Source: an optimization exercise on an open RTL-to-GDS flow (aim: a short achievable clock period and few clock cycles). Production flows keep margins and buffers that such runs may drop. Function was checked by simulation only, so behaviour that the tests miss may differ from the original.

==> run a: inputs <==
## simplevm_core
module simplevm_core (
    input  wire        clk,
    input  wire        rst,           
    input  wire        start,         
    input  wire [15:0] entry,         
    input  wire        line_valid,    
    input  wire [7:0]  line_len,      
    output wire [7:0]  line_idx,      
    input  wire [15:0] line_char,     
    input  wire        dbg_cont,      
    input  wire        dbg_term,      
    output reg         mem_req,
    output reg         mem_we,
    output reg  [7:0]  mem_addr,
    output reg  [15:0] mem_wdata,
    input  wire        mem_ack,
    input  wire [15:0] mem_rdata,
    output reg         out_valid,
    output reg  [15:0] out_data,
    output wire [2:0]  run_state,
    output wire [3:0]  cause,
    input  wire [3:0]  rd_sel,
    output reg  [15:0] rd_data
);
clock: 10.0 ns
lec_check: 0
abc_clock_period_in_ps: 3500
cap_margin: 20
core_margin: 2
core_utilization: 40
place_density: 0.6
setup_slack_margin: 4.5
slew_margin: 20
run.sh (not shown) runs the stock make flow with config.mk's settings and CLKGATE_MAP_FILE= SYNTH_SCRIPT=/design/flow/synth_recipe.tcl, a recipe that flattens the netlist after the stock synthesis.
==> inputs of run b, as changes to run a <==
--- a/flow/design.v
+++ b/flow/design.v
@@ -31,30 +31,32 @@
                OP_PUSH = 5'd5, OP_POP = 5'd6, OP_ADD = 5'd7, OP_ADDI = 5'd8,
                OP_SUB = 5'd9, OP_SUBI = 5'd10, OP_MUL = 5'd11, OP_MULI = 5'd12,
                OP_INC = 5'd13, OP_DEC = 5'd14, OP_CMP = 5'd15, OP_CLF = 5'd16,
                OP_JMP = 5'd17, OP_JZ = 5'd18, OP_JNZ = 5'd19, OP_JE = 5'd20,
                OP_JNE = 5'd21, OP_CALL = 5'd22, OP_RET = 5'd23, OP_INT = 5'd24;
     localparam REG_AC = 4'd8, REG_SP = 4'd9, REG_FP = 4'd10;
     localparam S_IDLE = 4'd0, S_RUN = 4'd1, S_CALL = 4'd2, S_RETR = 4'd3,
                S_INT1S = 4'd4, S_INT1E = 4'd5, S_INT2W = 4'd6, S_POPR = 4'd7,
-               S_RETN = 4'd8;
+               S_RETN = 4'd8, S_INT2L = 4'd9;
     localparam EBN = 32;              
     reg [15:0] x [0:10];
     reg [15:0] pc;         
     reg        ef, zf, df;
     reg [15:0] fs;
     reg [15:0] cd;
     reg [2:0]  rs;
     reg [3:0]  cause_r;
     reg [15:0] info;
     reg [3:0]  st;
     reg [7:0]  ptr;        
     reg [15:0] cw;         
     reg        lcm;        
+    reg [15:0] lcr;        
+    reg [7:0]  wn;         
     reg [15:0] cn_t;       
     reg        cnv_t;
     reg [15:0] fa;         
     reg [1:0]  wi;         
     reg [15:0] ipc;        
     reg [15:0] ir, w1, w2;
     reg [15:0] tmp;        
     reg [15:0] ra;         
@@ -293,17 +295,17 @@
             S_RETN, S_RETR, S_POPR: begin
                 rq_c = 1'b1; ad_c = ptr;
             end
             S_INT1S, S_INT1E: begin
                 rq_c = tmp_in; ad_c = tmp[7:0];
             end
             S_INT2W: begin
                 rq_c = 1'b1; we_c = 1'b1; ad_c = ptr;
-                wd_c = lcm ? line_char : 16'd0;
+                wd_c = lcm ? lcr : 16'd0;
             end
             default: ;
         endcase
     end
     reg        hwe;
     reg [7:0]  ha;
     always @* begin
         mem_req   = pend || rq_c;
@@ -437,20 +439,21 @@
                                 fault(F_BADADDR, sp);
                             end else if ($signed({sp[15], sp}) + $signed({9'd0, line_len}) >= 256) begin
                                 pc <= ipc;
                                 fault(F_BADADDR, ($signed(sp) > 256) ? sp : 16'd256);
                             end else begin
                                 k <= line_len;
                                 cnt <= 8'd0;
                                 ptr <= sp[7:0];
+                                wn  <= 8'd0;
                                 lcm <= (line_len != 8'd0);
                                 scv <= 1'b0;
                                 rs <= RS_RUN;
-                                st <= S_INT2W;
+                                st <= (line_len != 8'd0) ? S_INT2L : S_INT2W;
                             end
                         end
                         RS_SUSP_DBG: begin
                             if (dbg_term) begin
                                 rs <= RS_HALT;
                                 cause_r <= 4'd1;
                             end else if (dbg_cont) begin
                                 rs <= RS_RUN;
@@ -635,17 +638,24 @@
                                 ipc <= fa;
                                 fa  <= fa + 16'd1;
                                 wi  <= 2'd1;
                             end else begin
                                 wi  <= 2'd0;
                             end
                         end else begin
                             if ($signed(fa) >= 256) begin pc <= ipc; fault(F_EOM, fa); end
-                            else if (fetch_req && gnt) begin
+                            else if (fetch_req && gnt && d_int && (mem_rdata == 16'd2)) begin
+                                pc  <= fa + 16'd1;
+                                fa  <= fa + 16'd1;
+                                rs  <= RS_SUSP_IN;
+                                cause_r <= 4'd0;
+                                wi  <= 2'd0;
+                                st  <= S_IDLE;
+                            end else if (fetch_req && gnt) begin
                                 if (wi == 2'd1) begin
                                     w1 <= mem_rdata;
                                     b1 <= bad_reg(mem_rdata);
                                     w1oh <= onehot(mem_rdata);
                                     bi <= bad_int(mem_rdata);
                                     fa <= taken ? mem_rdata : fa + 16'd1;
                                 end else begin
                                     w2 <= mem_rdata;
@@ -752,31 +762,38 @@
                     if (mem_rdata == 16'd0) begin
                         out_data <= 16'd10;
                         st <= S_RUN;
                     end else begin
                         out_data <= mem_rdata;
                         tmp <= tmp + 16'd1;
                     end
                 end
+                S_INT2L: begin
+                    lcr <= line_char;
+                    cnt <= cnt + 8'd1;
+                    st <= S_INT2W;
+                end
                 S_INT2W: if (gnt) begin
                     ptr <= ptr + 8'd1;
-                    lcm <= ({1'b0, cnt} + 9'd1 < {1'b0, k});
-                    if (cnt < EBN) eb[cnt[4:0]] <= line_char;
-                    if (cnt == k) begin
+                    lcm <= ({1'b0, wn} + 9'd1 < {1'b0, k});
+                    lcr <= line_char;
+                    if (wn < EBN) eb[wn[4:0]] <= lcr;
+                    if (wn == k) begin
                         if (k <= EBN) begin
                             scv <= 1'b1;
                             scb <= sp[7:0];
                             scl <= k[5:0];
                         end
                         x[REG_SP] <= sp + {8'd0, k} + 16'd1;
                         cnt <= 8'd0;
                         st <= S_RUN;
                     end else begin
                         cnt <= cnt + 8'd1;
+                        wn <= wn + 8'd1;
                     end
                 end
                 default: st <= S_IDLE;
             endcase
         end
     end
     task fault(input [3:0] kind, input [15:0] val);
         begin
==> inputs of run c, as changes to run a <==
--- a/flow/design.v
+++ b/flow/design.v
@@ -31,30 +31,32 @@
                OP_PUSH = 5'd5, OP_POP = 5'd6, OP_ADD = 5'd7, OP_ADDI = 5'd8,
                OP_SUB = 5'd9, OP_SUBI = 5'd10, OP_MUL = 5'd11, OP_MULI = 5'd12,
                OP_INC = 5'd13, OP_DEC = 5'd14, OP_CMP = 5'd15, OP_CLF = 5'd16,
                OP_JMP = 5'd17, OP_JZ = 5'd18, OP_JNZ = 5'd19, OP_JE = 5'd20,
                OP_JNE = 5'd21, OP_CALL = 5'd22, OP_RET = 5'd23, OP_INT = 5'd24;
     localparam REG_AC = 4'd8, REG_SP = 4'd9, REG_FP = 4'd10;
     localparam S_IDLE = 4'd0, S_RUN = 4'd1, S_CALL = 4'd2, S_RETR = 4'd3,
                S_INT1S = 4'd4, S_INT1E = 4'd5, S_INT2W = 4'd6, S_POPR = 4'd7,
-               S_RETN = 4'd8;
+               S_RETN = 4'd8, S_INT2L = 4'd9;
     localparam EBN = 32;              
     reg [15:0] x [0:10];
     reg [15:0] pc;         
     reg        ef, zf, df;
     reg [15:0] fs;
     reg [15:0] cd;
     reg [2:0]  rs;
     reg [3:0]  cause_r;
     reg [15:0] info;
     reg [3:0]  st;
     reg [7:0]  ptr;        
     reg [15:0] cw;         
     reg        lcm;        
+    reg [15:0] lcr;        
+    reg [7:0]  wn;         
     reg [15:0] cn_t;       
     reg        cnv_t;
     reg [15:0] fa;         
     reg [1:0]  wi;         
     reg [15:0] ipc;        
     reg [15:0] ir, w1, w2;
     reg [15:0] tmp;        
     reg [15:0] ra;         
@@ -293,17 +295,17 @@
             S_RETN, S_RETR, S_POPR: begin
                 rq_c = 1'b1; ad_c = ptr;
             end
             S_INT1S, S_INT1E: begin
                 rq_c = tmp_in; ad_c = tmp[7:0];
             end
             S_INT2W: begin
                 rq_c = 1'b1; we_c = 1'b1; ad_c = ptr;
-                wd_c = lcm ? line_char : 16'd0;
+                wd_c = lcm ? lcr : 16'd0;
             end
             default: ;
         endcase
     end
     reg        hwe;
     reg [7:0]  ha;
     always @* begin
         mem_req   = pend || rq_c;
@@ -437,20 +439,21 @@
                                 fault(F_BADADDR, sp);
                             end else if ($signed({sp[15], sp}) + $signed({9'd0, line_len}) >= 256) begin
                                 pc <= ipc;
                                 fault(F_BADADDR, ($signed(sp) > 256) ? sp : 16'd256);
                             end else begin
                                 k <= line_len;
                                 cnt <= 8'd0;
                                 ptr <= sp[7:0];
+                                wn  <= 8'd0;
                                 lcm <= (line_len != 8'd0);
                                 scv <= 1'b0;
                                 rs <= RS_RUN;
-                                st <= S_INT2W;
+                                st <= (line_len != 8'd0) ? S_INT2L : S_INT2W;
                             end
                         end
                         RS_SUSP_DBG: begin
                             if (dbg_term) begin
                                 rs <= RS_HALT;
                                 cause_r <= 4'd1;
                             end else if (dbg_cont) begin
                                 rs <= RS_RUN;
@@ -635,17 +638,24 @@
                                 ipc <= fa;
                                 fa  <= fa + 16'd1;
                                 wi  <= 2'd1;
                             end else begin
                                 wi  <= 2'd0;
                             end
                         end else begin
                             if ($signed(fa) >= 256) begin pc <= ipc; fault(F_EOM, fa); end
-                            else if (fetch_req && gnt) begin
+                            else if (fetch_req && gnt && d_int && (mem_rdata == 16'd2)) begin
+                                pc  <= fa + 16'd1;
+                                fa  <= fa + 16'd1;
+                                rs  <= RS_SUSP_IN;
+                                cause_r <= 4'd0;
+                                wi  <= 2'd0;
+                                st  <= S_IDLE;
+                            end else if (fetch_req && gnt) begin
                                 if (wi == 2'd1) begin
                                     w1 <= mem_rdata;
                                     b1 <= bad_reg(mem_rdata);
                                     w1oh <= onehot(mem_rdata);
                                     bi <= bad_int(mem_rdata);
                                     fa <= taken ? mem_rdata : fa + 16'd1;
                                 end else begin
                                     w2 <= mem_rdata;
@@ -752,31 +762,38 @@
                     if (mem_rdata == 16'd0) begin
                         out_data <= 16'd10;
                         st <= S_RUN;
                     end else begin
                         out_data <= mem_rdata;
                         tmp <= tmp + 16'd1;
                     end
                 end
+                S_INT2L: begin
+                    lcr <= line_char;
+                    cnt <= cnt + 8'd1;
+                    st <= S_INT2W;
+                end
                 S_INT2W: if (gnt) begin
                     ptr <= ptr + 8'd1;
-                    lcm <= ({1'b0, cnt} + 9'd1 < {1'b0, k});
-                    if (cnt < EBN) eb[cnt[4:0]] <= line_char;
-                    if (cnt == k) begin
+                    lcm <= ({1'b0, wn} + 9'd1 < {1'b0, k});
+                    lcr <= line_char;
+                    if (wn < EBN) eb[wn[4:0]] <= lcr;
+                    if (wn == k) begin
                         if (k <= EBN) begin
                             scv <= 1'b1;
                             scb <= sp[7:0];
                             scl <= k[5:0];
                         end
                         x[REG_SP] <= sp + {8'd0, k} + 16'd1;
                         cnt <= 8'd0;
                         st <= S_RUN;
                     end else begin
                         cnt <= cnt + 8'd1;
+                        wn <= wn + 8'd1;
                     end
                 end
                 default: st <= S_IDLE;
             endcase
         end
     end
     task fault(input [3:0] kind, input [15:0] val);
         begin
CAP_MARGIN = 30   (was 20)
SLEW_MARGIN = 30   (was 20)
==> results_dict.tcl <==
set metrics [dict create \
    status "failed layout checks" \
    so.violations "capacitance limit, slew limit" \
    p_comb_w 0.00841 \
    slew_viol_final 4 \
    synth.top_cell.area_share_pct 48.6 \
    cap_violations 1 \
    drt_iter0_markers 17700 \
    p_comb_share_pct 30.3 \
    seq_cells 2115 \
]
the above is filed under run b

==> results_dict.tcl <==
set metrics [dict create \
    p_comb_w 0.00837 \
    synth.top_cell.area_share_pct 48.6 \
    io_buffers 140 \
    seq_cells 2115 \
    p_comb_share_pct 30.1 \
    cap_violations 1 \
    so.violations "capacitance limit, slew limit" \
    status "failed layout checks" \
    drt_iter0_markers 17900 \
    slew_viol_final 4 \
]
the above is filed under run c

==> results_dict.tcl <==
set metrics [dict create \
    p_comb_share_pct 31.8 \
    fin_ws_ns 4.09 \
    worst-path-stages 6 \
    drt_iter0_markers 16800 \
    synth.top_cell.area_share_pct 48.4 \
    seq_cells 2091 \
    p_comb_w 0.00906 \
    status "no timing/DRC/antenna violations" \
]
the above is filed under run a

Testbench counts of run a, summed over its fixed seeds: cycles 47,237.
Testbench counts of run b, summed over its fixed seeds: cycles 47,250.
Testbench counts of run c, summed over its fixed seeds: cycles 47,250.

==> port drivers added, routing unchanged <==
The results above use ideal ports. As a check the final layouts listed here were re-extracted and re-timed, cells and wires unchanged. Step 1, drivers: a clkbuf_16 drives clk and a buf_2 each remaining input, both assumed. Step 2 also shifts input and output timing later by t, the mid clock arrival at the registers, as if the neighbouring blocks saw the same clock. Three values: ideal ports, drivers, drivers and shift; two values: the first two.
run	shift t [ns]	setup WS [ns]	hold WS [ns]	clock arrival spread, ns
run a	1.044	4.088 / 3.875 / 3.368	0.412 / 0.412 / 0.412	0.089 / 0.089
run b	1.056	4.188 / 4.074 / 3.456	0.342 / 0.342 / 0.342	0.108 / 0.108
run c	1.058	4.053 / 4.002 / 3.451	0.352 / 0.352 / 0.352	0.093 / 0.093
For run b, which loses most, drivers alone change the setup slack by -0.114 ns; drivers and shift together by -0.732 ns.
